This design comes from an exercise in tuning for small area, a short achievable clock period and few clock cycles on the open sky130 flow, not from production work.
RTL that was checked went through simulation tests only; none was proved equivalent to the original.
Function not checked in runs 1, 2, 4 and 5: the RTL went through the layout flow alone.
Power and IR drop assume default switching activity.

File: flow/config.mk
export PLATFORM = sky130hd
export DESIGN_NAME = passende_enc
export DESIGN_NICKNAME = passende_enc
export VERILOG_FILES = /design/flow/design.v
export SDC_FILE = /design/flow/constraint.sdc
export NUM_CORES = 4
export LEC_CHECK = 0
export CAP_MARGIN = 20
export CORE_MARGIN = 2
export CORE_UTILIZATION = 25
export PLACE_DENSITY = 0.5
export SETUP_SLACK_MARGIN = 5
export SLEW_MARGIN = 20
File: flow/constraint.sdc
create_clock -name core_clock -period 10.0 [get_ports {clk}]
set_input_delay 2.0000 -clock core_clock [delete_from_list [all_inputs] [get_ports {clk}]]
set_output_delay 2.0000 -clock core_clock [all_outputs]
set_load 0.01 [all_outputs]
File: flow/design.v
module passende_enc (
    input  wire        clk,
    input  wire        rst,             
    input  wire [6:0]  cfg_dpg,
    input  wire [1:0]  cfg_round,       
    input  wire [5:0]  cfg_mask_len,
    input  wire [62:0] cfg_mask,
    input  wire        cmd_valid,
    output wire        cmd_ready,
    input  wire [7:0]  cmd,
    input  wire [31:0] op_min,
    input  wire [31:0] op_max,
    input  wire [31:0] op_val,
    input  wire [31:0] op_n,
    output wire        rsp_valid,
    input  wire        rsp_ready,
    output wire [1:0]  rsp_kind,
    output wire [31:0] rsp_cnt,
    output wire        out_valid,
    input  wire        out_ready,
    output wire [7:0]  out_char
);
    localparam [31:0] POLY = 32'hEDB88320;
    localparam [1:0] S_IDLE = 2'd0;
    localparam [1:0] S_PREP = 2'd1;    
    localparam [1:0] S_RUN  = 2'd2;    
    localparam [1:0] S_RSP  = 2'd3;    
    localparam [1:0] M_DATA  = 2'd0;
    localparam [1:0] M_CHECK = 2'd1;
    localparam [1:0] M_PAD   = 2'd2;
    reg [62:0] mask;
    reg [5:0]  mlen;            
    reg [6:0]  dpg;
    reg        pg;              
    reg        pc;              
    reg [31:0] crc;
    reg [4:0]  ptr;             
    reg [31:0] ccount;          
    reg [5:0]  cursor;
    reg [4:0]  sacc;            
    reg [2:0]  nbits;
    reg [6:0]  rem;             
    reg        started;         
    reg [1:0]  state;
    reg [1:0]  mode;
    reg [31:0] cnt;             
    reg [31:0] vlow;            
    reg        vneg;            
    reg        vgt;             
    reg [4:0]  dix;             
    reg        dvalid;          
    reg        kind;
    reg        ov;
    reg        osep;
    reg [7:0]  ochar;
    function [7:0] sym_char;
        input [4:0] v;
        begin
            if (v < 5'd26)
                sym_char = 8'h41 + {3'b000, v};
            else case (v)
                5'd26:   sym_char = "2";
                5'd27:   sym_char = "3";
                5'd28:   sym_char = "6";
                5'd29:   sym_char = "7";
                5'd30:   sym_char = "8";
                default: sym_char = "9";
            endcase
        end
    endfunction
    function [31:0] crc_g;
        input [4:0] x;
        begin
            crc_g = (x[0] ? POLY : 32'd0) ^ (x[1] ? (POLY >> 1) : 32'd0) ^
                    (x[2] ? (POLY >> 2) : 32'd0) ^ (x[3] ? (POLY >> 3) : 32'd0) ^
                    (x[4] ? (POLY >> 4) : 32'd0);
        end
    endfunction
    function [4:0] win36;
        input [35:0] v;
        input [4:0]  s;
        reg [19:0] a;
        reg [11:0] b;
        reg [7:0]  c;
        reg [5:0]  d;
        begin
            a = s[4] ? v[35:16] : v[19:0];
            b = s[3] ? a[19:8]  : a[11:0];
            c = s[2] ? b[11:4]  : b[7:0];
            d = s[1] ? c[7:2]   : c[5:0];
            win36 = s[0] ? d[5:1] : d[4:0];
        end
    endfunction
    function [4:0] win68;
        input [67:0] v;
        input [5:0]  s;
        reg [35:0] a;
        begin
            a = s[5] ? v[67:32] : v[35:0];
            win68 = win36(a, s[4:0]);
        end
    endfunction
    function [33:0] add33;
        input [32:0] a;
        input [32:0] b;
        input        ci;
        reg [33:0] g, p, gn, pn;
        integer i, l, m;
        begin
            g = {a & b, ci};
            p = {a ^ b, 1'b0};
            for (l = 0; l < 6; l = l + 1) begin
                gn = g;
                pn = p;
                for (i = 0; i < 34; i = i + 1) begin
                    if ((i >> l) & 1) begin
                        m = ((i >> l) << l) - 1;
                        gn[i] = g[i] | (p[i] & g[m]);
                        pn[i] = p[i] & p[m];
                    end
                end
                g = gn;
                p = pn;
            end
            add33 = {g[33], (a ^ b) ^ g[32:0]};
        end
    endfunction
    wire is_init   = (cmd == 8'h00);
    wire is_wbit   = ((cmd & 8'hEF) == 8'h01);
    wire is_wint   = ((cmd & 8'hDF) == 8'h02);
    wire is_wchk   = (cmd == 8'h03);
    wire is_wchkn  = (cmd == 8'h04);
    wire is_result = (cmd == 8'h05);
    wire is_nchk   = (cmd == 8'h06);
    wire legal     = is_init | is_wbit | is_wint | is_wchk | is_wchkn | is_result | is_nchk;
    wire idle   = (state == S_IDLE);
    wire run    = (state == S_RUN);
    wire accept = idle & cmd_valid;
    wire       mask_on = (mlen != 6'd0);
    wire [4:0] mfun    = win68({5'd0, mask}, cursor);
    wire [5:0] mr      = mlen - cursor;           
    reg  [4:0] mw;
    integer j;
    reg  [2:0] wj;
    always @* begin
        for (j = 0; j < 5; j = j + 1) begin
            wj = j[2:0] - mr[2:0];
            if ((mr > j) || !mask_on)
                mw[j] = mask_on & mfun[j];
            else
                mw[j] = mask[wj[1:0]];
        end
    end
    wire [4:0] MW = {mw[0], mw[1], mw[2], mw[3], mw[4]};
    wire [4:0] cwin = win36({crc[3:0], crc}, ptr);
    wire [4:0] RWc  = {cwin[0], cwin[1], cwin[2], cwin[3], cwin[4]};
    wire [31:0] dreg = vneg ? 32'd0 : (vgt ? cnt : vlow);
    wire [4:0]  RWd  = win36({dreg, 4'b0000}, dix);
    wire [2:0] need   = 3'd5 - nbits;
    wire       rem_nz = (rem != 7'd0);
    wire       cnt_nz = (cnt != 32'd0);
    wire       cnt_ge = (cnt[31:3] != 29'd0) | (cnt[2:0] >= need);
    wire       pad_work = (nbits != 3'd0) | (pg & rem_nz);
    reg        ge;
    reg        has_work;
    reg  [2:0] t;
    reg        last;
    reg  [4:0] RW;
    reg        src_dat;
    reg        src_chk;
    always @* begin
        ge       = 1'b1;
        t        = need;
        has_work = 1'b0;
        last     = 1'b0;
        RW       = 5'd0;
        src_dat  = 1'b0;
        src_chk  = 1'b0;
        if (idle) begin
            ge       = (nbits == 3'd4);
            t        = 3'd1;
            RW       = {is_wbit ? cmd[4] : RWc[4], 4'b0000};
            src_dat  = is_wbit;
            src_chk  = ~is_wbit;
        end else case (mode)
        M_DATA: begin
            ge       = ({1'b0, dix} >= (6'd4 - {3'b000, nbits}));
            t        = ge ? need : (dix[2:0] + 3'd1);
            has_work = dvalid;
            last     = ({1'b0, dix} <= (6'd4 - {3'b000, nbits}));
            RW       = RWd;
            src_dat  = 1'b1;
        end
        M_CHECK: begin
            ge       = cnt_ge;
            t        = ge ? need : cnt[2:0];
            has_work = cnt_nz;
            last     = ~cnt_ge | (cnt == {29'd0, need});
            RW       = RWc;
            src_chk  = 1'b1;
        end
        default: begin
            has_work = pad_work;
            RW       = pc ? RWc : 5'd0;
            src_chk  = pc;
        end
        endcase
    end
    wire [4:0] W   = RW ^ MW;
    wire [4:0] sym = sacc | (W >> nbits);
    wire [2:0] nsum   = nbits + t;
    wire [4:0] keep   = ~(5'b11111 >> nsum);
    wire [4:0] sacc_p = sym & keep;
    wire       dpg_on = (dpg != 7'd0);
    wire       sep_c  = dpg_on & ~rem_nz & started;
    wire [6:0] rem_c  = (rem_nz ? rem : dpg) - 7'd1;
    wire [4:0] xd = RW >> (3'd5 - t);
    reg  [31:0] crc_sh;
    always @* begin
        case (t)
        3'd1:    crc_sh = crc >> 1;
        3'd2:    crc_sh = crc >> 2;
        3'd3:    crc_sh = crc >> 3;
        3'd4:    crc_sh = crc >> 4;
        default: crc_sh = crc >> 5;
        endcase
    end
    wire [31:0] crc_step = crc_sh ^ crc_g(xd);
    wire [28:0] cc_hi1  = ccount[31:3] + 29'd1;
    wire [3:0]  cc_lo   = {1'b0, ccount[2:0]} + {1'b0, t};
    wire [31:0] cc_next = {cc_lo[3] ? cc_hi1 : ccount[31:3], cc_lo[2:0]};
    wire [28:0] cn_hi1  = cnt[31:3] - 29'd1;
    wire [3:0]  cn_lo   = {1'b0, cnt[2:0]} - {1'b0, t};
    wire [31:0] cn_next = {cn_lo[3] ? cn_hi1 : cnt[31:3], cn_lo[2:0]};
    wire [5:0] cur_next = ({3'b000, t} < mr) ? (cursor + {3'b000, t}) : ({3'b000, t} - mr);
    wire [7:0] char_e = sym_char(sym);
    wire [32:0] A = {cmd[5] & op_min[31], op_min};
    wire [32:0] B = {cmd[5] & op_max[31], op_max};
    wire [32:0] V = {cmd[5] & op_val[31], op_val};
    wire [33:0] sBA = add33(B, ~A, 1'b1);
    wire [33:0] sAB = add33(A, ~B, 1'b1);
    wire [33:0] sVA = add33(V, ~A, 1'b1);
    wire [33:0] sVB = add33(V, ~B, 1'b1);
    wire        swp = sBA[32];
    wire [31:0] span_a = swp ? sAB[31:0] : sBA[31:0];
    wire [32:0] vm_a   = swp ? sVB[32:0] : sVA[32:0];
    wire [31:0] span = cnt;
    wire [33:0] cmpv = add33({1'b0, vlow}, {1'b0, ~span}, 1'b0);
    wire        gt_p = cmpv[32];                   
    reg  [4:0]  top;
    integer k;
    always @* begin
        top = 5'd0;
        for (k = 0; k < 32; k = k + 1)
            if (span[k]) top = k[4:0];
    end
    reg [62:0] mask_i;
    reg [5:0]  mlen_i;
    integer q;
    always @* begin
        mask_i = cfg_mask;
        mlen_i = cfg_mask_len;
        case (cfg_mask_len)
        6'd1: begin mlen_i = 6'd5; for (q = 0; q < 8; q = q + 1) mask_i[q] = cfg_mask[0];     end
        6'd2: begin mlen_i = 6'd6; for (q = 0; q < 8; q = q + 1) mask_i[q] = cfg_mask[q % 2]; end
        6'd3: begin mlen_i = 6'd6; for (q = 0; q < 8; q = q + 1) mask_i[q] = cfg_mask[q % 3]; end
        6'd4: begin mlen_i = 6'd8; for (q = 0; q < 8; q = q + 1) mask_i[q] = cfg_mask[q % 4]; end
        default: ;
        endcase
    end
    wire can_push = ~ov | (out_ready & ~osep);
    wire fire     = run & has_work & can_push;
    wire step     = fire | (accept & (is_wbit | is_wchk));
    assign cmd_ready = idle;
    assign rsp_valid = (state == S_RSP);
    assign rsp_kind  = {1'b0, kind};
    assign rsp_cnt   = ccount;
    assign out_valid = ov;
    assign out_char  = osep ? 8'h20 : ochar;
    always @(posedge clk) begin
        if (rst) begin
            state   <= S_IDLE;
            crc     <= 32'hFFFFFFFF;
            ptr     <= 5'd0;
            cursor  <= 6'd0;
            sacc    <= 5'd0;
            nbits   <= 3'd0;
            rem     <= 7'd0;
            started <= 1'b0;
            ccount  <= 32'd0;
            mlen    <= 6'd0;
            dpg     <= 7'd0;
            pg      <= 1'b0;
            pc      <= 1'b0;
            ov      <= 1'b0;
        end else begin
            if (ov & out_ready) begin
                if (osep) osep <= 1'b0;
                else      ov   <= 1'b0;
            end
            if (step) begin
                if (src_dat) begin
                    crc <= crc_step;
                    ptr <= 5'd0;
                end
                if (src_chk) begin
                    ptr    <= ptr + {2'b00, t};
                    ccount <= cc_next;
                end
                if (mask_on) cursor <= cur_next;
                if (run & (mode == M_CHECK)) cnt <= cn_next;
                if (run & (mode == M_DATA)) begin
                    dix    <= dix - {2'b00, t};
                    dvalid <= ({1'b0, dix} >= {3'b000, t});
                end
                if (ge) begin
                    sacc  <= 5'd0;
                    nbits <= 3'd0;
                    if (dpg_on) rem <= rem_c;
                    started <= 1'b1;
                    ov    <= 1'b1;
                    osep  <= sep_c;
                    ochar <= char_e;
                end else begin
                    sacc  <= sacc_p;
                    nbits <= nsum;
                end
            end
            case (state)
            S_IDLE: if (cmd_valid) begin
                kind  <= ~legal;
                state <= S_RSP;
                if (is_init) begin
                    mask    <= mask_i;
                    mlen    <= mlen_i;
                    dpg     <= cfg_dpg;
                    pg      <= cfg_round[0];
                    pc      <= cfg_round[1];
                    crc     <= 32'hFFFFFFFF;
                    ptr     <= 5'd0;
                    cursor  <= 6'd0;
                    sacc    <= 5'd0;
                    nbits   <= 3'd0;
                    rem     <= 7'd0;
                    started <= 1'b0;
                    ccount  <= 32'd0;
                end
                if ((is_wbit | is_wchk) & (nbits == 3'd4)) begin
                    mode  <= M_CHECK;
                    cnt   <= 32'd0;
                    state <= S_RUN;
                end
                if (is_wchkn) begin
                    mode <= M_CHECK;
                    cnt  <= op_n;
                    if (op_n != 32'd0) state <= S_RUN;
                end
                if (is_result) begin
                    mode <= M_PAD;
                    if (pad_work) state <= S_RUN;
                end
                if (is_wint) begin
                    cnt   <= span_a;
                    vlow  <= vm_a[31:0];
                    vneg  <= vm_a[32];
                    state <= S_PREP;
                end
            end
            S_PREP: begin
                mode   <= M_DATA;
                vgt    <= gt_p;
                dix    <= top;
                dvalid <= (span != 32'd0);
                state  <= (span != 32'd0) ? S_RUN : S_RSP;
            end
            S_RUN: begin
                if ((~has_work & can_push) | (fire & ~ge & last))
                    state <= S_RSP;
            end
            S_RSP: if (rsp_ready) state <= S_IDLE;
            endcase
        end
    end
endmodule
File: flow/run.sh
#!/bin/bash
# synth_recipe.tcl (not shown) runs the flow's synth.tcl, then flattens the netlist and writes it again
# the make line also repeats each setting of config.mk as NAME=value (left out here)
make -C /OpenROAD-flow-scripts/flow DESIGN_CONFIG=/design/flow/config.mk WORK_HOME=/design/flow/orfs CLKGATE_MAP_FILE= SYNTH_SCRIPT=/design/flow/synth_recipe.tcl finish
==> summary.txt, run 1 <==
Floorplanning
  – Die H: slightly above 300 um
  – Die area: around 0.097 mm^2
  – Initial Util: between 20 and 30%
  – Core area: 0.0933 mm^2
  – Row cnt: 112
  – Num ports: 264
  – Die W: approximately 310 um

Critical path
  – R2R cell count: 16
  – Worst EP arrival: slightly above 6 ns
  – Critical path class: in -> reg
  – Crit end category: register
  – Max incr delay on CP: slightly above 0.5 ns
  – Worst R2R End: cnt[30]$_DFFE_PN_
  – Crit path launch type: primary input
  – Buf/Inv on CP: 5
  – R2r setup slk: about 4.6 ns
  – Reg-to-reg startpoint: cnt[7]$_DFFE_PN_
  – Crit-path leading delay family: compound AO/OA/AOI/OAI gates
  – Worst EP required: 10.40 ns
  – CP max FO: 4
  – Top cell by count, worst path: o21ai_2
  – CP max stage cell: or4b_4

GRT
  – Vias in the first global route: 21900
  – Gr usage total: ~17%
  – Initial antenna violation count: 6
  – Global route overflow: 0
  – First-pass GRT wire length: about 130000 um
  – Largest net degree at the start of global routing: 79

Detailed routing
  – Pre-antenna DRT Iters: 5
  – Antenna viol nets, final: 0
  – Vias per cell: between 5 and 6
  – Routed WL: about 86000 um
  – Vias: 22300
  – Wire per inst: roughly 20 um
  – Detailed Route Iter0 Violations: 1493
  – Drt drc: 0

Yosys
  – Unique masters post-synth: a little under 100
  – EDFF count, synth: 146
  – Most frequent cells after synthesis: nor2_1 (217), ha_1 (207), nand2_1 (207), a21oi_1 (180), inv_1 (175)
  – Top-count cell post-synth: nor2_1
  – Leading area contributor after synthesis: edfxtp_1
  – Area of the mapped netlist: ~0.024 mm^2
  – Synth area leaders: edfxtp_1 (19%), ha_1 (11%), dfxtp_1 (9.3%), mux2i_1 (4.0%), a21oi_1 (3.8%)
  – Mapped Avg Cell Area: about 8.7 um^2
  – Synth Register Bits: 255
  – Seq/Total Area, Yosys: 27.9%
  – Synth Instances: 2715
  – Synth async-reset ratio: 0%
  – Synth top area share: about a fifth
  – Top FF cell, synth: edfxtp_1
  – Synth warn: 1

Pwr
  – Clock network power share: 26.4%
  – Flop pwr share: around a quarter
  – P per Cell Area: 155 mW/mm^2
  – Cell-internal power: between 3 and 4 mW
  – VDD IR max: about 0.00010 V
  – Switch Pwr: slightly below 2 mW
  – Tot Pwr: around 4.9 mW
  – LEAKAGE: approximately 12 nW
  – Switching share of power: a little under 40%
  – Comb pwr share: about half

Placement
  – Detail Placement HPWL: about 60000 um
  – Buffers on Ports: between 200 and 300
  – Placed Cells incl. Taps: just over 4000
  – GPL Wtd Cong: 0.882

STA
  – Slew HR: between 30% and 40%
  – WHS: approximately 0.45 ns
  – Max Clock Skew: between 0.02 and 0.03 ns
  – Post-route clock period utilization: about three fifths
  – Final setup viols: 0
  – RSZ-0062 raised after global routing: yes
  – Final Critical Period: slightly below 6 ns
  – Hold violation total from the final report: 0
  – Max-slew violations: 0
  – Worst-margin pin slew: a little over 1 ns
  – Setup_tns: 0 ns
  – Max Freq: 0.172 GHz

Hold path
  – Origin of the worst min-delay path: started$_SDFF_PP0_
  – Min-Delay Endpoint: started$_SDFF_PP0_
  – HP Class: reg -> reg
  – Hold path cells: 2

Clock network
  – Clock slew at reported path FFs: ~0.060 ns
  – Clk latency of the worst-skew pair: approximately 0.56 ns
  – Clk buf depth: 3
  – H-Tree Level Count: 2
  – Clk sink count: about 260
  – Root buf cell: clkbuf_16
  – Hold_buf cts: 0
  – CTS tree: yes
  – CTS Buf Count: 34

Layout
  – Share of cells above drive strength 1: between 20% and 30%
  – Non-Filler Instances: between 4000 and 5000
  – Fin nets: around 3500
  – Synthesis-to-layout area growth: 35.5%

Status
  – Status: timing/DRC/antenna clean

Job
  – Max cap viols: 0
-- routing by layer --
layer,vias up,share of wire [%],global-route usage (%)
met5,-,0.026,0
met4,4,3.1,5.57
met3,148,5.4,2.29
met2,677,48,29.2
met1,10700,43,21.7
li1,10700,-,-
-- power by group through the flow --
stage / Combinational [mW] / Sequential, mW / Clock, mW
after CTS: 2.13 / 1.23 / 1.35
after floorplan: 1.35 / 1.21 / 0
after detailed placement: 1.87 / 1.25 / 0
final: 2.41 / 1.23 / 1.30
after global placement: 1.86 / 1.25 / 0
after global routing: 2.59 / 1.23 / 1.38
-- kinds of logic after synthesis --
logic type	Yosys count	synth area share, %
fa+ha+maj	234	13.3
compound gates	739	20.9
other cells	1	0.0159
simple gates	830	17.2
mux	163	9.02
flops	255	27.9
buf+inv	333	5.47
xor+xnor	160	6.22
-- tightest hold or removal path: stages, from the launching register on --
cell     delay, ns
dfxtp_1       0.31
inv_1         0.05
a21oi_1       0.05
-- layout by cell type, fill, tap and decap left out, types with 44 or more instances in the layout --
master and instances:
mux2i_1 87, nor3_1 68, nand3_1 65, o21ai_0 95
a21o_1 44, nor2_1 205, o22ai_1 81, buf_4 145
edfxtp_1 146, dfxtp_1 103, clkdlybuf4s50_1 219, ha_1 173
inv_1 148, xnor2_1 96, xor2_1 52, a21oi_1 144
nand2_1 192
-- sequential cells by signal, summed over array words and instances (netlist names), 6 cells and up --
signal and cells:
dpg 7, ochar 7, vlow 32, ccount 32, cursor 6, rem 7
cnt 32, mlen 6, crc 32, mask 63
-- worst max path at each step --
stage,cells after the start,endpoint,startpoint,slack (ns)
after floorplan,22,cnt[20]$_DFFE_PN_,op_min[1],4.26
final,25,cnt[20]$_DFFE_PN_,op_min[1],4.19
after global routing,21,cnt[20]$_DFFE_PN_,op_min[21],4.05
after detailed placement,23,cnt[22]$_DFFE_PN_,op_min[1],2.18
after CTS,25,cnt[20]$_DFFE_PN_,op_min[1],4.27
after global placement,23,cnt[20]$_DFFE_PN_,op_min[1],2.23
-- repair_timing --
item                       in CTS  in global routing
pin swaps                      77                 97
setup endpoints to repair     147                105
gates cloned                    9                  2
resized for setup             298                174
buffers inserted               85                 78
-- stage by stage --
stage               util [%]  area (um^2)  setup slack, ns
finish                  34.2        31900             4.19
global route            34.2        31900             4.05
CTS                     32.7        30500             4.27
detailed placement      29.6        27600             2.18
global placement        29.6        27600             2.23
floorplan                  -        23800             4.26
-- layout make-up --
class	instances	area [um^2]
Antenna cell	3	7.51
Clock buffer	37	872
Clock inverter	24	298
Fill cell	9655	61500
Inverter	180	723
Multi-Input combinational cell	2130	17300
Sequential cell	255	6580
Tap cell	1254	1570
Timing Repair Buffer	461	4560
==> run 2: changes to the inputs <==
--- a/flow/design.v
+++ b/flow/design.v
@@ -48,4 +48,5 @@
     reg        vneg;            
     reg        vgt;             
+    reg        vswp;            
     reg [4:0]  dix;             
     reg        dvalid;          
@@ -101,27 +102,51 @@
         end
     endfunction
-    function [33:0] add33;
+    function [33:0] sub33;
         input [32:0] a;
         input [32:0] b;
-        input        ci;
-        reg [33:0] g, p, gn, pn;
+        reg [32:0] g, p, h;
+        reg [31:0] G, P, Gn, Pn;
+        reg [32:0] c;
         integer i, l, m;
         begin
-            g = {a & b, ci};
-            p = {a ^ b, 1'b0};
-            for (l = 0; l < 6; l = l + 1) begin
-                gn = g;
-                pn = p;
-                for (i = 0; i < 34; i = i + 1) begin
+            h = a ^ ~b;
+            g = a & ~b;
+            p = h;
+            G = g[31:0];
+            P = p[31:0];
+            for (l = 0; l < 5; l = l + 1) begin
+                Gn = G;
+                Pn = P;
+                for (i = 0; i < 32; i = i + 1) begin
                     if ((i >> l) & 1) begin
                         m = ((i >> l) << l) - 1;
-                        gn[i] = g[i] | (p[i] & g[m]);
-                        pn[i] = p[i] & p[m];
+                        Gn[i] = G[i] | (P[i] & G[m]);
+                        Pn[i] = P[i] & P[m];
                     end
                 end
-                g = gn;
-                p = pn;
+                G = Gn;
+                P = Pn;
             end
-            add33 = {g[33], (a ^ b) ^ g[32:0]};
+            c = {G | P, 1'b1};
+            sub33 = {~(h[32] ^ G[31]), h ^ c};
+        end
+    endfunction
+    function [31:0] below_or;
+        input [31:0] x;
+        reg [31:0] o, on;
+        integer i, l, m;
+        begin
+            o = x;
+            for (l = 0; l < 5; l = l + 1) begin
+                on = o;
+                for (i = 0; i < 32; i = i + 1) begin
+                    if ((i >> l) & 1) begin
+                        m = ((i >> l) << l) - 1;
+                        on[i] = o[i] | o[m];
+                    end
+                end
+                o = on;
+            end
+            below_or = {o[30:0], 1'b0};
         end
     endfunction
@@ -238,14 +263,11 @@
     wire [32:0] B = {cmd[5] & op_max[31], op_max};
     wire [32:0] V = {cmd[5] & op_val[31], op_val};
-    wire [33:0] sBA = add33(B, ~A, 1'b1);
-    wire [33:0] sAB = add33(A, ~B, 1'b1);
-    wire [33:0] sVA = add33(V, ~A, 1'b1);
-    wire [33:0] sVB = add33(V, ~B, 1'b1);
-    wire        swp = sBA[32];
-    wire [31:0] span_a = swp ? sAB[31:0] : sBA[31:0];
-    wire [32:0] vm_a   = swp ? sVB[32:0] : sVA[32:0];
-    wire [31:0] span = cnt;
-    wire [33:0] cmpv = add33({1'b0, vlow}, {1'b0, ~span}, 1'b0);
-    wire        gt_p = cmpv[32];                   
+    wire [33:0] sBA = sub33(B, A);
+    wire [33:0] sVA = sub33(V, A);
+    wire [33:0] sVB = sub33(V, B);
+    wire        swp = sBA[32];                     
+    wire [32:0] vm_a = swp ? sVB[32:0] : sVA[32:0];
+    wire        gt_a = swp ? sVA[33] : sVB[33];   
+    wire [31:0] span = cnt ^ ({32{vswp}} & below_or(cnt));
     reg  [4:0]  top;
     integer k;
@@ -361,7 +383,9 @@
                 end
                 if (is_wint) begin
-                    cnt   <= span_a;
+                    cnt   <= sBA[31:0];
+                    vswp  <= swp;
                     vlow  <= vm_a[31:0];
                     vneg  <= vm_a[32];
+                    vgt   <= gt_a;
                     state <= S_PREP;
                 end
@@ -369,8 +393,8 @@
             S_PREP: begin
                 mode   <= M_DATA;
-                vgt    <= gt_p;
+                cnt    <= span;
                 dix    <= top;
-                dvalid <= (span != 32'd0);
-                state  <= (span != 32'd0) ? S_RUN : S_RSP;
+                dvalid <= cnt_nz;
+                state  <= cnt_nz ? S_RUN : S_RSP;
             end
             S_RUN: begin
==> flow/flow/run.sh (new file) <==
#!/bin/bash
set -euo pipefail
bash standard.sh SETUP_SLACK_MARGIN=6 finish > standard_flow.log 2>&1
==> flow/standard.sh (new file) <==
#!/bin/bash
# synth_recipe.tcl (not shown) runs the flow's synth.tcl, then flattens the netlist and writes it again
# the make line also repeats each setting of config.mk as NAME=value (left out here)
make -C /OpenROAD-flow-scripts/flow DESIGN_CONFIG=/design/flow/config.mk WORK_HOME=/design/flow/orfs CLKGATE_MAP_FILE= SYNTH_SCRIPT=/design/flow/synth_recipe.tcl "${@:-finish}"
removed: flow/run.sh
==> summary.txt, run 2 <==
Status
  – Status: timing/DRC/antenna clean

Layout
  – Share of cells above drive strength 1: 22.7% (+2.5 points)
  – Inserted Diodes: 0 (-3)
  – Top reg by flops: mask
  – Fillcell total: 9520 (-1.4%)
  – Fin nets: 3454 (-1.7%)
  – Max reg flops: 63 (unchanged)
  – Commonest cells after routing, fill and taps aside: nand2_1 (243), clkdlybuf4s50_1 (209), nor2_1 (193), buf_4 (174), o21ai_0 (149)
  – Util after Layout: 35.2% (+1.0 points)
  – Synthesis-to-layout area growth: 39.1%
  – FF/Latch Area: 0.00662 mm^2 (+0.68%)
  – Design area: 0.0323 mm^2 (+1.4%)
  – Multi-input gate area: 0.0174 mm^2 (+1.0%)
  – Leading cell type in the layout, fill and taps excluded: nand2_1

Floorplanning
  – Die H: 309 um (-0.62%)
  – Row cnt: 111 (-0.89%)
  – Die W: 309 um (-0.62%)
  – Core area: 0.0919 mm^2 (-1.5%)
  – Die area: 0.0954 mm^2 (-1.2%)
  – Num ports: 264 (unchanged)
  – Initial Util: 25.3% (+0.062 points)

STA
  – Final setup viols: 0 (unchanged)
  – Setup_tns: 0 ns (unchanged)
  – RSZ-0062 raised after global routing: yes
  – WHS: 0.475 ns (+0.0290 ns)
  – Hold violation total from the final report: 0 (unchanged)
  – Final Critical Period: 4.87 ns (-0.934 ns)
  – Post-route setup slack: 5.13 ns (+0.934 ns)
  – Slew HR: 26.8% (-5.4 points)
  – Post-route clock period utilization: 48.7% (-9.3 points)
  – Max Clock Skew: 0.0350 ns (+0.00723 ns)
  – Max-slew violations: 0 (unchanged)
  – Max Freq: 0.205 GHz (+19%)
  – Worst-margin pin slew: 1.10 ns (+0.0879 ns)

Yosys
  – Area of the mapped netlist: 0.0232 mm^2 (-1.2%)
  – Seq/Total Area, Yosys: 28.4% (+0.48 points)
  – Most frequent cells after synthesis: nand2_1 (266), nor2_1 (220), o21ai_0 (191), a21oi_1 (178), ha_1 (149)
  – Top-count cell post-synth: nand2_1
  – Synth Instances: 2695 (-0.74%)
  – Top FF cell, synth: edfxtp_1
  – Mapped Avg Cell Area: 8.62 um^2 (-0.51%)
  – Synth area leaders: edfxtp_1 (19%), dfxtp_1 (9.4%), ha_1 (8.0%), xnor2_1 (4.6%), nand2_1 (4.3%)
  – Synth Register Bits: 256 (+0.39%)
  – EDFF count, synth: 147 (+0.68%)
  – Unique masters post-synth: 102 (+3.0%)
  – Leading area contributor after synthesis: edfxtp_1
  – Synth top area share: 19.0% (+0.36 points)
  – Synth warn: 1 (unchanged)
  – Synth async-reset ratio: 0% (unchanged)

GRT
  – Largest net degree at the start of global routing: 57 (-28%)
  – First-pass GRT wire length: 135000 um (+3.7%)
  – Global route overflow: 0 (unchanged)
  – Gr usage total: 18.2% (+1.3 points)
  – Vias in the first global route: 21900 (+0.25%)
  – Initial antenna violation count: 6 (unchanged)

Clock network
  – CTS Buf Count: 35 (+2.9%)
  – Root buf cell: clkbuf_16
  – Clk latency of the worst-skew pair: 0.57 ns (about the same)
  – CTS tree: yes
  – Hold_buf cts: 0 (unchanged)
  – H-Tree Level Count: 2 (unchanged)
  – Clk buf depth: 3 (unchanged)
  – Clock slew at reported path FFs: 0.06 ns (about the same)
  – Clk sink count: 256 (+0.39%)

Critical path
  – Top cell by count, worst path: ha_4
  – Crit path capture: cnt[28]$_DFFE_PN_
  – R2R cell count: 24 (+8)
  – Setup crit start: nbits[1]$_SDFF_PP0_
  – Critical path class: reg -> reg
  – CP max stage cell: dfxtp_4
  – Critical path, cell by cell: clkinvlp_4, ha_4, ha_4, ha_4, nand2_2, o21ai_4, a211oi_2, or2_4, o211ai_4, buf_12, ha_4, inv_2, a21o_1, a21o_1, a2111oi_4, buf_6, buf_6, nand3_4, nor4_4, nand2_1, xnor2_2, a22o_1, a222oi_1, o21ai_1
  – CP max FO: 4 (unchanged)
  – R2r setup slk: 5.13 ns (+0.50 ns)
  – Worst R2R End: cnt[28]$_DFFE_PN_
  – Worst path depth: 24 (-4.0%)
  – Crit path launch type: register
  – Crit end category: register
  – Worst EP arrival: 5.16 ns (-1.05 ns)
  – Buf/Inv on CP: 5 (unchanged)
  – Crit-path leading delay family: compound AO/OA/AOI/OAI gates
  – Worst EP required: 10.29 ns (-0.11 ns)
  – Reg-to-reg startpoint: nbits[1]$_SDFF_PP0_
  – Max incr delay on CP: 0.36 ns (-0.15 ns)

Detailed routing
  – Drt drc: 0 (unchanged)
  – Wire per inst: 20.9 um (+6.1%)
  – Vias per cell: 5.26 (+2.6%)
  – Detailed Route Iter0 Violations: 2092 (+40%)
  – Vias: 22900 (+2.6%)
  – Pre-antenna DRT Iters: 6 (+1)
  – Routed WL: 91000 um (+6.2%)
  – Antenna viol nets, final: 0 (unchanged)

Placement
  – Detail Placement HPWL: 64300 um (+4.3%)
  – Area of placed instances: 0.0275 mm^2 (-0.30%)
  – Dpl ws: 3.31 ns (+1.12 ns)
  – GPL Wtd Cong: 0.912 (+3.5%)
  – Buffers on Ports: 261 (unchanged)

Hold path
  – HP Class: reg -> reg

Pwr
  – LEAKAGE: 12.1 nW (-1.1%)
  – P per Cell Area: 186 mW/mm^2 (+20%)
  – VDD IR max: 0.000104 V (+0.28%)

Job
  – Max cap viols: 0 (unchanged)
==> run 2: changes by cell type after synthesis, sizes merged, moves of 20 or more <==
cell	previous run	this run
o22ai	85	21
xnor2	104	124
nor3	83	61
clkbuf	122	101
a222oi	5	30
inv	177	132
ha	207	149
o21ai	134	204
buf	31	55
nand2	208	266
xor2	55	83
==> run 2: cell type report <==
cell class              instances  area share (%)
clock inverters                21           0.987
clock buffers                  42            2.82
inverters                     134            1.78
repair buffers                497            15.1
flip-flops and latches        256            20.5
multi-input cells            2153            54.0
well taps                    1243            4.81
repair inverters                1          0.0271
==> run 2: cells by family after synthesis <==
kind of cell,Yosys count,synth area share [%]
buffers and inverters,290,5.40
adder cells (fa/ha/maj),157,8.71
multiplexers,162,9.43
AO/OA/AOI/OAI,801,23.2
AND/OR/NAND/NOR,820,16.8
other,1,0.0161
XOR/XNOR,208,8.08
flip-flops,256,28.4
==> run 2: tightest hold or removal path, delay by kind of cell, from the launching register on <==
kind	cells	cell delay [ns]
AND/OR/NAND/NOR	1	0.07
AO/OA/AOI/OAI	1	0.04
flip-flops	1	0.33
==> run 2: worst min-delay path by stage <==
stage	slack, ns	depth (start not counted)	startpoint	end
final	0.48	2	started$_SDFF_PP0_	started$_SDFF_PP0_
after global routing	0.50	2	sacc[1]$_SDFF_PP0_	sacc[1]$_SDFF_PP0_
after CTS	0.48	2	started$_SDFF_PP0_	started$_SDFF_PP0_
after detailed placement	0.46	2	started$_SDFF_PP0_	started$_SDFF_PP0_
after global placement	0.45	2	started$_SDFF_PP0_	started$_SDFF_PP0_
after floorplan	0.43	2	mlen[2]$_SDFFE_PP0P_	mlen[2]$_SDFFE_PP0P_
==> run 2: per-stage QoR <==
stage | total power [mW] | instances
3_5_place_dp | 3.88 | 4074
4_1_cts | 5.63 | 4255
5_1_grt | 6.33 | 4347
6_report | 6.00 | 4347
2_1_floorplan | 3.24 | 2696
3_3_place_gp | 3.88 | 4074
==> run 2: per-layer routing <==
layer | up-vias | share of wire, % | wire length, um | global-route usage, %
li1 | 10800 | - | - | -
met1 | 11000 | 44 | 39900 | 24.4
met2 | 911 | 46 | 41800 | 29.8
met3 | 135 | 7.3 | 6680 | 3.16
met4 | 6 | 2.9 | 2610 | 5.16
met5 | - | 0.049 | 45 | 0
==> run 2: report_power, final <==
| group | internal [mW] | switching [mW] | total (mW) |
|---|---|---|---|
| logic | 1.46 | 1.78 | 3.24 |
| clock network | 0.838 | 0.528 | 1.37 |
| registers | 1.24 | 0.146 | 1.39 |
| total | 3.54 | 2.45 | 6.00 |
==> run 2: repair_timing <==
action | in CTS | in global routing
pin swaps | 89 | 80
gates resized for setup | 323 | 188
setup endpoints to repair | 237 | 220
gates cloned | 10 | 5
buffers inserted | 108 | 87
==> run 3: changes to the inputs <==
--- a/flow/design.v
+++ b/flow/design.v
@@ -202,5 +202,8 @@
         src_dat  = 1'b0;
         src_chk  = 1'b0;
-        if (idle) begin
+        if (idle & is_result) begin
+            RW       = pc ? RWc : 5'd0;
+            src_chk  = pc;
+        end else if (idle) begin
             ge       = (nbits == 3'd4);
             t        = 3'd1;
@@ -240,8 +243,9 @@
     wire       sep_c  = dpg_on & ~rem_nz & started;
     wire [6:0] rem_c  = (rem_nz ? rem : dpg) - 7'd1;
-    wire [4:0] xd = RW >> (3'd5 - t);
+    wire [2:0] tc = idle ? 3'd1 : t;
+    wire [4:0] xd = RW >> (3'd5 - tc);
     reg  [31:0] crc_sh;
     always @* begin
-        case (t)
+        case (tc)
         3'd1:    crc_sh = crc >> 1;
         3'd2:    crc_sh = crc >> 2;
@@ -293,5 +297,5 @@
     wire can_push = ~ov | (out_ready & ~osep);
     wire fire     = run & has_work & can_push;
-    wire step     = fire | (accept & (is_wbit | is_wchk));
+    wire step     = fire | (accept & (is_wbit | is_wchk | (is_result & pad_work)));
     assign cmd_ready = idle;
     assign rsp_valid = (state == S_RSP);
==> summary.txt, run 3 <==
Placement
  – Buffers on Ports: 261 (unchanged)
  – Area of placed instances: 0.0280 mm^2 (+1.8%)
  – Detail Placement HPWL: 68800 um (+6.9%)
  – GPL Wtd Cong: 0.913 (+0.11%)

Critical path
  – Crit path capture: ochar[2]$_DFFE_PP_
  – Buf/Inv on CP: 4 (-1)
  – Setup crit start: cmd[5]
  – Crit path launch type: primary input
  – Crit end category: register
  – R2r setup slk: 4.88 ns (-0.25 ns)
  – Reg-to-reg startpoint: cnt[18]$_DFFE_PN_
  – Crit-path leading delay family: compound AO/OA/AOI/OAI gates
  – Top cell by count, worst path: buf_6
  – Critical path class: in -> reg
  – Worst R2R End: dix[4]$_DFFE_PP_
  – Worst EP arrival: 5.52 ns (+0.36 ns)
  – CP max FO: 4 (unchanged)
  – Max incr delay on CP: 0.50 ns (+0.14 ns)
  – Critical path, cell by cell: buf_6, buf_12, nor4_4, buf_4, nand4_1, buf_6, a211oi_4, a22oi_1, o211ai_1, xor2_1, a221o_1, a311o_2, ha_4, or4_4, a31o_2
  – CP max stage cell: or4_4
  – Worst EP required: 10.33 ns (+0.04 ns)
  – Worst path depth: 15 (-38%)
  – R2R cell count: 23 (-4.2%)

Yosys
  – Leading area contributor after synthesis: edfxtp_1
  – Synth top area share: 18.9% (-0.10 points)
  – Top-count cell post-synth: nor2_1
  – Top FF cell, synth: edfxtp_1
  – Synth Register Bits: 256 (unchanged)
  – Synth area leaders: edfxtp_1 (19%), dfxtp_1 (9.3%), ha_1 (8.0%), mux2i_1 (4.4%), xnor2_1 (4.3%)
  – EDFF count, synth: 147 (unchanged)
  – Synth warn: 1 (unchanged)
  – Largest family of logic cells by synthesized area: compound AO/OA/AOI/OAI gates
  – Unique masters post-synth: 94 (-7.8%)
  – Synth async-reset ratio: 0% (unchanged)
  – Seq/Total Area, Yosys: 28.2% (-0.16 points)
  – Mapped Avg Cell Area: 8.70 um^2 (+0.89%)
  – Area of the mapped netlist: 0.0234 mm^2 (+0.55%)
  – Post-synthesis adder-cell area fraction: 8.66% (-0.048 points)
  – Most frequent cells after synthesis: nor2_1 (215), nand2_1 (209), a21oi_1 (166), o21ai_0 (164), ha_1 (149)
  – Synth Instances: 2686 (-0.33%)
  – Synth Area in XOR/XNOR: 8.87% (+0.79 points)
  – Simple-Gate Fraction of Synth Area: 16.4% (-0.35 points)
  – Synth Area in Compound Gates: 22.5% (-0.74 points)
  – Mux contribution to synthesized area: 10.3% (+0.91 points)

Layout
  – Leading cell type in the layout, fill and taps excluded: clkdlybuf4s50_1
  – Fillcell total: 9330 (-2.0%)
  – Top reg by flops: mask
  – Multi-input gate area: 0.0181 mm^2 (+3.6%)
  – Commonest cells after routing, fill and taps aside: clkdlybuf4s50_1 (224), nor2_1 (198), buf_4 (189), nand2_1 (181)
  – Synthesis-to-layout area growth: 44.1%
  – Design area: 0.0337 mm^2 (+4.2%)
  – Max reg flops: 63 (unchanged)
  – Fin nets: 3519 (+1.9%)
  – Share of cells above drive strength 1: 26.7% (+4.0 points)
  – FF/Latch Area: 0.00661 mm^2 (-0.17%)

STA
  – Worst-margin pin slew: 0.924 ns (-0.173 ns)
  – Post-route clock period utilization: 51.9% (+3.1 points)
  – Max Clock Skew: 0.0250 ns (-0.0101 ns)
  – Slew HR: 38.3% (+11 points)
  – Hold violation total from the final report: 0 (unchanged)
  – Final Critical Period: 5.19 ns (+0.313 ns)
  – Final setup viols: 0 (unchanged)
  – RSZ-0062 raised after global routing: yes
  – Max Freq: 0.193 GHz (-6.0%)
  – Setup_tns: 0 ns (unchanged)
  – Max-slew violations: 0 (unchanged)

Pwr
  – VDD IR max: 0.000137 V (+32%)
  – LEAKAGE: 12.7 nW (+5.3%)
  – P per Cell Area: 199 mW/mm^2 (+7.4%)

Clock network
  – Clock slew at reported path FFs: 0.06 ns (about the same)
  – Clk latency of the worst-skew pair: 0.59 ns (+0.02 ns)
  – H-Tree Level Count: 2 (unchanged)
  – Root buf cell: clkbuf_16
  – Clk buf depth: 3 (unchanged)
  – CTS tree: yes
  – Clk sink count: 256 (unchanged)
  – CTS Buf Count: 37 (+5.7%)

Floorplanning
  – Core area: 0.0929 mm^2 (+1.1%)
  – Die W: 310 um (+0.27%)
  – Initial Util: 25.2% (-0.13 points)
  – Die area: 0.0959 mm^2 (+0.54%)
  – Num ports: 264 (unchanged)
  – Row cnt: 112 (+0.90%)
  – Die H: 310 um (+0.27%)

Hold path
  – HP Class: reg -> reg
  – Origin of the worst min-delay path: mlen[0]$_SDFFE_PP0P_

Detailed routing
  – Drt drc: 0 (unchanged)
  – Routed WL: 97100 um (+6.7%)
  – Wire per inst: 21.9 um (+4.7%)
  – Vias: 23500 (+2.6%)
  – Vias per cell: 5.30 (+0.72%)
  – Detailed Route Iter0 Violations: 1998 (-4.5%)
  – Antenna viol nets, final: 0 (unchanged)
  – Pre-antenna DRT Iters: 7 (+1)

GRT
  – Largest net degree at the start of global routing: 74 (+30%)
  – Initial antenna violation count: 1 (-5)
  – Gr usage total: 19.6% (+1.4 points)
  – First-pass GRT wire length: 144000 um (+6.9%)
  – Global route overflow: 0 (unchanged)
  – Vias in the first global route: 23000 (+4.8%)

Job
  – Max cap viols: 0 (unchanged)

Status
  – Status: timing/DRC/antenna clean
[run 3: final cells by class]
cell class,count,share of cell area [%]
repair buffers,567,16.6
diodes,2,0.0149
flip-flops and latches,256,19.6
multi-input cells,2135,53.6
inverters,146,1.78
clock buffers,45,2.93
clock inverters,23,0.706
well taps,1254,4.66
[run 3: cells by family after synthesis]
kind of cell / Yosys count
mux: 186
fa+ha+maj: 157
simple gates: 789
flops: 256
other cells: 1
buf+inv: 300
compound gates: 770
xor+xnor: 227
[run 3: power breakdown]
part | leakage (nW) | switching [mW] | internal (mW)
logic | 9.86 | 2.03 | 1.94
registers | 2.23 | 0.153 | 1.25
clock network | 0.591 | 0.571 | 0.769
total | 12.7 | 2.76 | 3.96
[run 3: worst min-delay path by stage]
stage	depth (start not counted)	slack, ns	end
after global routing	2	0.50	mlen[0]$_SDFFE_PP0P_
after global placement	2	0.45	started$_SDFF_PP0_
after CTS	2	0.47	mlen[0]$_SDFFE_PP0P_
final	2	0.47	mlen[0]$_SDFFE_PP0P_
after detailed placement	2	0.46	mlen[0]$_SDFFE_PP0P_
after floorplan	2	0.44	pg$_SDFFE_PP0P_
[run 3: timing repair]
| action | 4_1_cts | 5_1_grt |
|---|---|---|
| pin swaps | 166 | 94 |
| hold buffers | 0 | 0 |
| setup endpoints to repair | 294 | 258 |
| buffers inserted | 187 | 77 |
| gates resized for setup | 427 | 161 |
| cloned | 10 | 1 |
[run 3: per-stage QoR]
stage                     util (%)  worst slack [ns]  std cells  hold WS, ns  total power [mW]
after floorplan                  -              4.63       2687        0.436              3.46
after global placement        30.1              2.73       4083        0.451              4.18
after detailed placement      30.1              2.65       4083        0.460              4.19
after CTS                     34.9              4.86       4348        0.469              6.37
after global routing          36.3              4.73       4427        0.505              7.05
final                         36.3              4.81       4428        0.465              6.71
[run 3: tightest hold or removal path, stage by stage (launching register included)]
cell	delay, ns
dfxtp_1	0.32
nand2_1	0.06
a21oi_1	0.05
[run 3: metal layers]
metal	global-route usage (%)	share of wire, %
met1	24.5	41
met2	33.5	48
met3	3.76	6.9
met4	6.93	3.7
met5	0	0
Testbench counts of run 3, summed over its fixed seeds: cycles 16,110.
==> run 4: changes to the inputs <==
--- a/flow/design.v
+++ b/flow/design.v
@@ -49,4 +49,7 @@
     reg        vgt;             
     reg        vswp;            
+    reg [31:0] vlowb;           
+    reg        negA, negB;      
+    reg        gtA, gtB;        
     reg [4:0]  dix;             
     reg        dvalid;          
@@ -182,4 +185,5 @@
     wire [31:0] dreg = vneg ? 32'd0 : (vgt ? cnt : vlow);
     wire [4:0]  RWd  = win36({dreg, 4'b0000}, dix);
+    wire [1:0] emode  = idle ? M_PAD : mode;
     wire [2:0] need   = 3'd5 - nbits;
     wire       rem_nz = (rem != 7'd0);
@@ -187,8 +191,7 @@
     wire       cnt_ge = (cnt[31:3] != 29'd0) | (cnt[2:0] >= need);
     wire       pad_work = (nbits != 3'd0) | (pg & rem_nz);
-    reg        ge;
+    reg        ge;              
+    reg  [2:0] tp;              
     reg        has_work;
-    reg  [2:0] t;
-    reg        last;
     reg  [4:0] RW;
     reg        src_dat;
@@ -196,25 +199,14 @@
     always @* begin
         ge       = 1'b1;
-        t        = need;
+        tp       = 3'd0;
         has_work = 1'b0;
-        last     = 1'b0;
         RW       = 5'd0;
         src_dat  = 1'b0;
         src_chk  = 1'b0;
-        if (idle & is_result) begin
-            RW       = pc ? RWc : 5'd0;
-            src_chk  = pc;
-        end else if (idle) begin
-            ge       = (nbits == 3'd4);
-            t        = 3'd1;
-            RW       = {is_wbit ? cmd[4] : RWc[4], 4'b0000};
-            src_dat  = is_wbit;
-            src_chk  = ~is_wbit;
-        end else case (mode)
+        case (emode)
         M_DATA: begin
-            ge       = ({1'b0, dix} >= (6'd4 - {3'b000, nbits}));
-            t        = ge ? need : (dix[2:0] + 3'd1);
+            ge       = ({1'b0, dix} + {3'b000, nbits} >= 6'd4);
+            tp       = dix[2:0] + 3'd1;
             has_work = dvalid;
-            last     = ({1'b0, dix} <= (6'd4 - {3'b000, nbits}));
             RW       = RWd;
             src_dat  = 1'b1;
@@ -222,7 +214,6 @@
         M_CHECK: begin
             ge       = cnt_ge;
-            t        = ge ? need : cnt[2:0];
+            tp       = cnt[2:0];
             has_work = cnt_nz;
-            last     = ~cnt_ge | (cnt == {29'd0, need});
             RW       = RWc;
             src_chk  = 1'b1;
@@ -235,7 +226,8 @@
         endcase
     end
+    wire [2:0] t = ge ? need : tp;
     wire [4:0] W   = RW ^ MW;
     wire [4:0] sym = sacc | (W >> nbits);
-    wire [2:0] nsum   = nbits + t;
+    wire [2:0] nsum   = nbits + tp;
     wire [4:0] keep   = ~(5'b11111 >> nsum);
     wire [4:0] sacc_p = sym & keep;
@@ -243,9 +235,8 @@
     wire       sep_c  = dpg_on & ~rem_nz & started;
     wire [6:0] rem_c  = (rem_nz ? rem : dpg) - 7'd1;
-    wire [2:0] tc = idle ? 3'd1 : t;
-    wire [4:0] xd = RW >> (3'd5 - tc);
+    wire [4:0] xd = RW >> (3'd5 - t);
     reg  [31:0] crc_sh;
     always @* begin
-        case (tc)
+        case (t)
         3'd1:    crc_sh = crc >> 1;
         3'd2:    crc_sh = crc >> 2;
@@ -257,11 +248,21 @@
     wire [31:0] crc_step = crc_sh ^ crc_g(xd);
     wire [28:0] cc_hi1  = ccount[31:3] + 29'd1;
-    wire [3:0]  cc_lo   = {1'b0, ccount[2:0]} + {1'b0, t};
-    wire [31:0] cc_next = {cc_lo[3] ? cc_hi1 : ccount[31:3], cc_lo[2:0]};
+    wire [3:0]  cc_loe  = {1'b0, ccount[2:0]} + {1'b0, t};
+    wire [31:0] cc_e    = {cc_loe[3] ? cc_hi1 : ccount[31:3], cc_loe[2:0]};
+    wire [3:0]  cc_lo1  = {1'b0, ccount[2:0]} + 4'd1;
+    wire [31:0] cc_1    = {cc_lo1[3] ? cc_hi1 : ccount[31:3], cc_lo1[2:0]};
     wire [28:0] cn_hi1  = cnt[31:3] - 29'd1;
-    wire [3:0]  cn_lo   = {1'b0, cnt[2:0]} - {1'b0, t};
-    wire [31:0] cn_next = {cn_lo[3] ? cn_hi1 : cnt[31:3], cn_lo[2:0]};
-    wire [5:0] cur_next = ({3'b000, t} < mr) ? (cursor + {3'b000, t}) : ({3'b000, t} - mr);
+    wire [3:0]  cn_lo   = {1'b0, cnt[2:0]} - {1'b0, need};
+    wire [31:0] cn_e    = {cn_lo[3] ? cn_hi1 : cnt[31:3], cn_lo[2:0]};
+    wire [5:0] cur_e = ({3'b000, t} < mr) ? (cursor + {3'b000, t}) : ({3'b000, t} - mr);
+    wire [5:0] cur_1 = (mr == 6'd1) ? 6'd0 : cursor + 6'd1;
     wire [7:0] char_e = sym_char(sym);
+    wire       b_in   = is_wbit ? cmd[4] : RWc[4];
+    wire       w1     = b_in ^ mw[0];
+    wire       full1  = (nbits == 3'd4);
+    wire [7:0] char_0 = sym_char(sacc);
+    wire [7:0] char_1 = sym_char(sacc | 5'd1);
+    wire [4:0] one_n  = 5'b10000 >> nbits;
+    wire [31:0] crc_1 = (crc >> 1) ^ (cmd[4] ? POLY : 32'd0);
     wire [32:0] A = {cmd[5] & op_min[31], op_min};
     wire [32:0] B = {cmd[5] & op_max[31], op_max};
@@ -270,7 +271,4 @@
     wire [33:0] sVA = sub33(V, A);
     wire [33:0] sVB = sub33(V, B);
-    wire        swp = sBA[32];                     
-    wire [32:0] vm_a = swp ? sVB[32:0] : sVA[32:0];
-    wire        gt_a = swp ? sVA[33] : sVB[33];   
     wire [31:0] span = cnt ^ ({32{vswp}} & below_or(cnt));
     reg  [4:0]  top;
@@ -297,5 +295,6 @@
     wire can_push = ~ov | (out_ready & ~osep);
     wire fire     = run & has_work & can_push;
-    wire step     = fire | (accept & (is_wbit | is_wchk | (is_result & pad_work)));
+    wire step_e   = fire | (accept & is_result & pad_work);
+    wire step_1   = accept & (is_wbit | is_wchk);
     assign cmd_ready = idle;
     assign rsp_valid = (state == S_RSP);
@@ -325,5 +324,5 @@
                 else      ov   <= 1'b0;
             end
-            if (step) begin
+            if (step_e) begin
                 if (src_dat) begin
                     crc <= crc_step;
@@ -332,11 +331,11 @@
                 if (src_chk) begin
                     ptr    <= ptr + {2'b00, t};
-                    ccount <= cc_next;
+                    ccount <= cc_e;
                 end
-                if (mask_on) cursor <= cur_next;
-                if (run & (mode == M_CHECK)) cnt <= cn_next;
-                if (run & (mode == M_DATA)) begin
-                    dix    <= dix - {2'b00, t};
-                    dvalid <= ({1'b0, dix} >= {3'b000, t});
+                if (mask_on) cursor <= cur_e;
+                if (emode == M_CHECK) cnt <= cn_e;
+                if (emode == M_DATA) begin
+                    dix    <= dix - {2'b00, need};
+                    dvalid <= ge & ({1'b0, dix} >= {3'b000, need});
                 end
                 if (ge) begin
@@ -353,4 +352,26 @@
                 end
             end
+            if (step_1) begin
+                if (is_wbit) begin
+                    crc <= crc_1;
+                    ptr <= 5'd0;
+                end else begin
+                    ptr    <= ptr + 5'd1;
+                    ccount <= cc_1;
+                end
+                if (mask_on) cursor <= cur_1;
+                if (full1) begin
+                    sacc  <= 5'd0;
+                    nbits <= 3'd0;
+                    if (dpg_on) rem <= rem_c;
+                    started <= 1'b1;
+                    ov    <= 1'b1;
+                    osep  <= sep_c;
+                    ochar <= w1 ? char_1 : char_0;
+                end else begin
+                    sacc  <= w1 ? (sacc | one_n) : sacc;
+                    nbits <= nbits + 3'd1;
+                end
+            end
             case (state)
             S_IDLE: if (cmd_valid) begin
@@ -372,5 +393,5 @@
                     ccount  <= 32'd0;
                 end
-                if ((is_wbit | is_wchk) & (nbits == 3'd4)) begin
+                if ((is_wbit | is_wchk) & full1) begin
                     mode  <= M_CHECK;
                     cnt   <= 32'd0;
@@ -388,8 +409,11 @@
                 if (is_wint) begin
                     cnt   <= sBA[31:0];
-                    vswp  <= swp;
-                    vlow  <= vm_a[31:0];
-                    vneg  <= vm_a[32];
-                    vgt   <= gt_a;
+                    vswp  <= sBA[32];
+                    vlow  <= sVA[31:0];
+                    vlowb <= sVB[31:0];
+                    negA  <= sVA[32];
+                    negB  <= sVB[32];
+                    gtA   <= sVA[33];
+                    gtB   <= sVB[33];
                     state <= S_PREP;
                 end
@@ -398,4 +422,7 @@
                 mode   <= M_DATA;
                 cnt    <= span;
+                if (vswp) vlow <= vlowb;
+                vneg   <= vswp ? negB : negA;
+                vgt    <= vswp ? gtA : gtB;
                 dix    <= top;
                 dvalid <= cnt_nz;
@@ -403,5 +430,5 @@
             end
             S_RUN: begin
-                if ((~has_work & can_push) | (fire & ~ge & last))
+                if ((~has_work & can_push) | (fire & ~ge))
                     state <= S_RSP;
             end
==> summary.txt, run 4 <==
Status
  – Status: timing/DRC/antenna clean

Pwr
  – P per Cell Area: 160 mW/mm^2 (-20%)
  – LEAKAGE: 14.1 nW (+12%)
  – VDD IR max: 0.000117 V (-15%)

Floorplanning
  – Core area: 0.101 mm^2 (+9.2%)
  – Initial Util: 25.1% (-0.033 points)
  – Die W: 323 um (+4.4%)
  – Num ports: 264 (unchanged)
  – Die area: 0.105 mm^2 (+8.9%)
  – Die H: 323 um (+4.4%)
  – Row cnt: 117 (+4.5%)

STA
  – Max-slew violations: 0 (unchanged)
  – Max Clock Skew: 0.0504 ns (+0.0254 ns)
  – Max Freq: 0.205 GHz (+6.5%)
  – RSZ-0062 raised after global routing: yes
  – Slew HR: 42.7% (+4.4 points)
  – Worst-margin pin slew: 0.851 ns (-0.0737 ns)
  – Post-route clock period utilization: 48.7% (-3.2 points)
  – Final setup viols: 0 (unchanged)
  – Hold violation total from the final report: 0 (unchanged)
  – Setup_tns: 0 ns (unchanged)
  – Final Critical Period: 4.87 ns (-0.316 ns)

Layout
  – Leading cell type in the layout, fill and taps excluded: buf_4
  – Fin nets: 3915 (+11%)
  – Multi-input gate area: 0.0202 mm^2 (+12%)
  – Share of cells above drive strength 1: 32.3% (+5.5 points)
  – Top reg by flops: mask
  – FF/Latch Area: 0.00775 mm^2 (+17%)
  – Synthesis-to-layout area growth: 50.3%
  – Max reg flops: 63 (unchanged)
  – Inserted Diodes: 0 (-2)
  – Commonest cells after routing, fill and taps aside: buf_4 (300), nor2_1 (246), nand2_1 (235), clkdlybuf4s50_1 (198), edfxtp_1 (184)
  – Fillcell total: 10100 (+8.2%)
  – Util after Layout: 37.8% (+1.5 points)

Clock network
  – Clk sink count: 293 (+14%)
  – H-Tree Level Count: 2 (unchanged)
  – Clock slew at reported path FFs: 0.06 ns (about the same)
  – CTS Buf Count: 41 (+11%)
  – Root buf cell: clkbuf_16
  – CTS tree: yes
  – Clk latency of the worst-skew pair: 0.64 ns (+0.05 ns)
  – Clk buf depth: 3 (unchanged)

Detailed routing
  – Detailed Route Iter0 Violations: 2568 (+29%)
  – Drt drc: 0 (unchanged)
  – Wire per inst: 21.4 um (-2.5%)
  – Antenna viol nets, final: 0 (unchanged)
  – Vias per cell: 5.34 (+0.83%)
  – Routed WL: 105000 um (+8.5%)
  – Pre-antenna DRT Iters: 6 (-1)
  – Vias: 26300 (+12%)

Yosys
  – Top-count cell post-synth: nor2_1
  – Area of the mapped netlist: 0.0255 mm^2 (+9.0%)
  – Synth Instances: 2984 (+11%)
  – Unique masters post-synth: 90 (-4.3%)
  – Top FF cell, synth: edfxtp_1
  – Mux contribution to synthesized area: 7.94% (-2.4 points)
  – Synth Area in XOR/XNOR: 8.32% (-0.54 points)
  – Synth warn: 1 (unchanged)
  – Seq/Total Area, Yosys: 30.2% (+2.0 points)
  – Simple-Gate Fraction of Synth Area: 16.3% (-0.12 points)
  – Largest family of logic cells by synthesized area: compound AO/OA/AOI/OAI gates
  – Most frequent cells after synthesis: nor2_1 (274), nand2_1 (255), o21ai_0 (224), a21oi_1 (199), edfxtp_1 (184)
  – EDFF count, synth: 184 (+25%)
  – Synth Area in Compound Gates: 23.7% (+1.2 points)
  – Leading area contributor after synthesis: edfxtp_1
  – Post-synthesis adder-cell area fraction: 8.59% (-0.071 points)
  – Synth area leaders: edfxtp_1 (22%), dfxtp_1 (8.6%), ha_1 (7.8%), xnor2_1 (4.7%), o21ai_0 (4.4%)
  – Mapped Avg Cell Area: 8.54 um^2 (-1.8%)
  – Synth async-reset ratio: 0% (unchanged)
  – Synth top area share: 21.7% (+2.8 points)
  – Synth Register Bits: 293 (+14%)

Critical path
  – Worst EP required: 10.54 ns (+0.21 ns)
  – Reg-to-reg startpoint: cnt[0]$_DFFE_PP_
  – Crit path launch type: register
  – Worst R2R End: ccount[30]$_SDFF_PP0_
  – Crit end category: register
  – Crit-path leading delay family: simple AND/OR/NAND/NOR gates
  – Buf/Inv on CP: 4 (unchanged)
  – CP max stage cell: or4_4
  – R2r setup slk: 5.13 ns (+0.25 ns)
  – CP max FO: 6 (+2)
  – Critical path, cell by cell: inv_2, ha_4, inv_4, fa_2, fa_2, nor4bb_1, nand3_1, or4_4, nand2_8, mux2i_4, buf_12, inv_16, ha_4, a21o_1, a21oi_2, o41a_1, or4_4, or2_4, or3_1, a21oi_1
  – R2R cell count: 20 (-13%)
  – Max incr delay on CP: 0.50 ns (about the same)
  – Critical path class: reg -> reg
  – Worst EP arrival: 5.41 ns (-0.11 ns)

GRT
  – Vias in the first global route: 24900 (+8.4%)
  – Initial antenna violation count: 1 (unchanged)
  – First-pass GRT wire length: 154000 um (+6.5%)
  – Global route overflow: 0 (unchanged)
  – Largest net degree at the start of global routing: 79 (+6.8%)
  – Gr usage total: 18.9% (-0.66 points)

Placement
  – Buffers on Ports: 262 (+0.38%)
  – GPL Wtd Cong: 0.906 (-0.77%)
  – Detail Placement HPWL: 69600 um (+1.3%)

Hold path
  – Origin of the worst min-delay path: rem[0]$_SDFF_PP0_
  – Hold path cells: 2 (unchanged)
  – Min-Delay Endpoint: rem[0]$_SDFF_PP0_
  – HP Class: reg -> reg

Job
  – Max cap viols: 0 (unchanged)
==> run 4: cell count changes after synthesis, sizes merged, moves of 13 or more <==
cell	change
mux2i	-24
nand2	+49
nor2	+60
nor3	-13
clkbuf	+18
a222oi	-15
o221ai	+17
o22ai	+22
edfxtp	+37
xnor2	+24
o21ai	+68
buf	+16
a21oi	+33
nand3	+14
==> run 4: how the worst max path moves through the flow <==
stage	depth (start not counted)	startpoint	end
2_1_floorplan	21	cnt[0]$_DFFE_PP_	ccount[30]$_SDFF_PP0_
3_3_place_gp	13	cmd[5]	ccount[31]$_SDFF_PP0_
3_5_place_dp	13	cmd[5]	ccount[23]$_SDFF_PP0_
4_1_cts	20	cnt[0]$_DFFE_PP_	ccount[30]$_SDFF_PP0_
5_1_grt	22	cnt[0]$_DFFE_PP_	ccount[14]$_SDFF_PP0_
6_report	20	cnt[0]$_DFFE_PP_	ccount[30]$_SDFF_PP0_
==> run 4: logic make-up (layout without fill, tap and decap cells) <==
logic type / after synthesis / after routing
other: 1 / 1
adder cells (fa/ha/maj): 169 / 169
AND/OR/NAND/NOR: 887 / 888
buffers and inverters: 323 / 893
multiplexers: 151 / 152
XOR/XNOR: 238 / 239
AO/OA/AOI/OAI: 922 / 922
flip-flops: 293 / 293
==> run 4: final cells by class <==
class	count	area share [%]
clock buffer	56	3.01
timing repair inverter	1	0.0229
clock inverter	17	0.699
timing repair buffer	684	17.2
tap	1368	4.47
inverter	135	1.67
multi-input combinational	2371	52.7
sequential	293	20.2
==> run 4: routing by layer <==
layer / global-route usage (%) / share of wire (%) / vias to the layer above
met3: 3.16 / 7.1 / 259
met4: 5.40 / 3.5 / 0
met5: 0 / 0 / -
met2: 32.0 / 48 / 1099
li1: - / - / 12200
met1: 24.7 / 42 / 12700
==> run 4: stage by stage <==
stage	cell area, um^2	setup slack [ns]	std cells	hold WS (ns)	power, mW
4_1_cts	35800	4.89	4784	0.480	5.74
3_3_place_gp	30300	3.33	4460	0.451	3.66
5_1_grt	38300	4.93	4925	0.515	6.41
6_report	38300	5.13	4925	0.476	6.13
2_1_floorplan	26600	4.89	2984	0.440	3.00
3_5_place_dp	30300	3.26	4460	0.468	3.66
==> run 4: repair_timing <==
action                     in CTS  in global routing
hold buffers                    0                  0
setup endpoints to repair     310                262
pin swaps                     217                278
gates resized for setup       597                330
gates cloned                   11                  2
setup buffers                 240                139
==> run 4: tightest hold or removal path, stage by stage (launching register included) <==
cell and delay [ns]:
dfxtp_1 0.32, nand2_1 0.05, a21oi_1 0.05
==> run 4: report_power, final <==
group / leakage (nW) / total, mW / internal, mW / switching (mW)
clock network: 0.691 / 1.58 / 0.943 / 0.638
logic: 10.9 / 2.91 / 1.38 / 1.53
registers: 2.58 / 1.64 / 1.45 / 0.188
==> run 5: changes to the inputs <==
--- a/flow/config.mk
+++ b/flow/config.mk
@@ -8,6 +8,6 @@
 export CAP_MARGIN = 20
 export CORE_MARGIN = 2
-export CORE_UTILIZATION = 25
-export PLACE_DENSITY = 0.5
+export CORE_UTILIZATION = 55
+export PLACE_DENSITY = 0.75
 export SETUP_SLACK_MARGIN = 5
 export SLEW_MARGIN = 20
==> summary.txt, run 5 <==
Yosys
  – Synth Register Bits: 293 (unchanged)
  – Leading area contributor after synthesis: edfxtp_1
  – Unique masters post-synth: 90 (unchanged)
  – Most frequent cells after synthesis: nor2_1 (274), nand2_1 (255), o21ai_0 (224), a21oi_1 (199), edfxtp_1 (184)
  – Synth top area share: 21.7% (unchanged)
  – Top-count cell post-synth: nor2_1
  – EDFF count, synth: 184 (unchanged)
  – Synth area leaders: edfxtp_1 (22%), dfxtp_1 (8.6%), ha_1 (7.8%), xnor2_1 (4.7%), o21ai_0 (4.4%)
  – Synth warn: 1 (unchanged)

Clock network
  – Clk buf depth: 3 (unchanged)
  – Hold_buf cts: 0 (unchanged)
  – Root buf cell: clkbuf_16
  – Clk sink count: 293 (unchanged)
  – Clock slew at reported path FFs: 0.06 ns (about the same)
  – Clk latency of the worst-skew pair: 0.58 ns (-0.06 ns)
  – CTS Buf Count: 37 (-9.8%)
  – CTS tree: yes

Pwr
  – Tot Pwr: 6.04 mW (-1.5%)
  – P per Cell Area: 163 mW/mm^2 (+1.7%)
  – LEAKAGE: 14.0 nW (-1.3%)

Floorplanning
  – Core area: 0.0456 mm^2 (-55%)
  – Row cnt: 78 (-33%)
  – Num ports: 264 (unchanged)
  – Die H: 219 um (-32%)
  – Die W: 219 um (-32%)
  – Initial Util: 55.9% (+31 points)
  – Die area: 0.0481 mm^2 (-54%)

Detailed routing
  – Vias: 28600 (+8.7%)
  – Met3 Wirelength: 10900 um (+46%)
  – Antenna viol nets, final: 0 (unchanged)
  – Wire per inst: 25.7 um (+20%)
  – Detailed Route Iter0 Violations: 4249 (+65%)
  – Routed WL: 106000 um (+1.1%)
  – Metal2 WL: 49500 um (-1.9%)
  – Vias per cell: 6.90 (+29%)
  – Drt drc: 0 (unchanged)

STA
  – Max-slew violations: 0 (unchanged)
  – Post-route setup slack: 4.88 ns (-0.255 ns)
  – Max Freq: 0.195 GHz (-5.0%)
  – Worst-margin pin slew: 1.32 ns (+0.471 ns)
  – Slew HR: 11.2% (-31 points)
  – Post-route clock period utilization: 51.2% (+2.6 points)
  – RSZ-0062 raised after global routing: yes
  – WHS: 0.490 ns (+0.0144 ns)
  – Final Critical Period: 5.12 ns (+0.255 ns)
  – Setup_tns: 0 ns (unchanged)

Status
  – Status: timing/DRC/antenna clean

Placement
  – Detail Placement HPWL: 61400 um (-12%)
  – Placed Cells incl. Taps: 3685 (-17%)
  – Dpl ws: 3.78 ns (+0.516 ns)
  – Area of placed instances: 0.0293 mm^2 (-3.4%)

Layout
  – Synthesis-to-layout area growth: 45.5%
  – Share of cells above drive strength 1: 32.0% (-0.30 points)
  – Leading cell type in the layout, fill and taps excluded: buf_4
  – Non-Filler Instances: 4142 (-16%)
  – Design area: 0.0371 mm^2 (-3.2%)
  – Top reg by flops: mask
  – Util after Layout: 81.4% (+44 points)
  – Fin nets: 3900 (-0.38%)

GRT
  – First-pass GRT wire length: 149000 um (-3.2%)
  – Initial antenna violation count: 2 (+1)
  – Gr usage total: 39.4% (+20 points)
  – Global route overflow: 0 (unchanged)

Critical path
  – Crit path launch type: register
  – Critical path, cell by cell: or3_1, or4_4, or4_4, nand2_8, mux2i_4, inv_6, buf_6, buf_12, buf_8, buf_8, nand3_2, nor2_1, a221oi_2, xor2_1, xnor2_2, a211o_1, o211ai_1
  – Max incr delay on CP: 0.65 ns (+0.15 ns)
  – CP max stage cell: or4_4
  – R2r setup slk: 4.88 ns (-0.26 ns)

Job
  – Max cap viols: 0 (unchanged)

Hold path
  – HP Class: reg -> reg
==> run 5: cell types whose count changed in the layout (fill, tap and decap cells not counted), moves of 8 or more <==
cell | previous run | this run
a211oi_1 | 21 | 31
a211oi_2 | 16 | 7
buf_4 | 300 | 275
buf_6 | 87 | 98
nor2_1 | 246 | 231
nor2_2 | 18 | 26
==> run 5: report_power, final <==
group / total [mW] / internal (mW) / switching, mW
clock: 1.38 / 0.796 / 0.585
sequential: 1.66 / 1.45 / 0.205
combinational: 3.00 / 1.38 / 1.61
total: 6.04 / 3.63 / 2.40
==> run 5: area by class of cell <==
type | count | area (um^2)
inverters | 135 | 631
clock inverters | 19 | 168
multi-input cells | 2374 | 20300
well taps | 600 | 751
diodes | 2 | 5.00
flip-flops and latches | 293 | 7750
repair inverters | 1 | 8.76
clock buffers | 48 | 1050
repair buffers | 670 | 6460
fillers | 2687 | 8500
==> run 5: worst paths after layout <==
path / startpoint / endpoint / depth (start not counted)
hold reg to reg: rem[0]$_SDFF_PP0_ / rem[0]$_SDFF_PP0_ / 2
hold / removal: rem[0]$_SDFF_PP0_ / rem[0]$_SDFF_PP0_ / 2
setup / recovery: cnt[26]$_DFFE_PN_ / crc[15]$_SDFF_PP1_ / 17
setup reg to reg: cnt[26]$_DFFE_PN_ / crc[15]$_SDFF_PP1_ / 17
==> run 5: per-layer routing <==
layer | global-route usage (%) | vias up
li1 | - | 12200
met4 | 24.1 | 0
met2 | 66.7 | 2145
met5 | 0 | -
met1 | 46.6 | 13500
met3 | 7.01 | 721
==> run 5: cell families (layout without fill, tap and decap cells) <==
family          count (synthesis)  in the layout  synth area share (%)
mux                           151            153                  7.94
compound gates                922            922                  23.7
simple gates                  887            891                  16.3
buf+inv                       323            873                  4.88
other cells                     1              3                0.0147
flops                         293            293                  30.2
xor+xnor                      238            238                  8.32
fa+ha+maj                     169            169                  8.59
==> run 5: worst max-delay path, delay by kind of cell (launching register included) <==
kind / cells / cell delay [ns]
simple gates: 6 / 2.25
compound gates: 3 / 0.91
buf+inv: 5 / 0.57
flops: 1 / 0.57
xor+xnor: 2 / 0.44
mux: 1 / 0.30
==> run 5: timing repair <==
action	CTS	global route
cloned	13	2
resized for setup	652	278
pin swaps	256	218
setup buffers	255	118
setup endpoints to repair	306	203

Setup slack of run 5, layout unchanged: 4.876 ns with ideal ports, 4.876 ns with driving cells assumed (clock clkbuf_16, inputs buf_2), 4.693 ns with port delays also shifted by the 0.633 ns mid clock arrival.
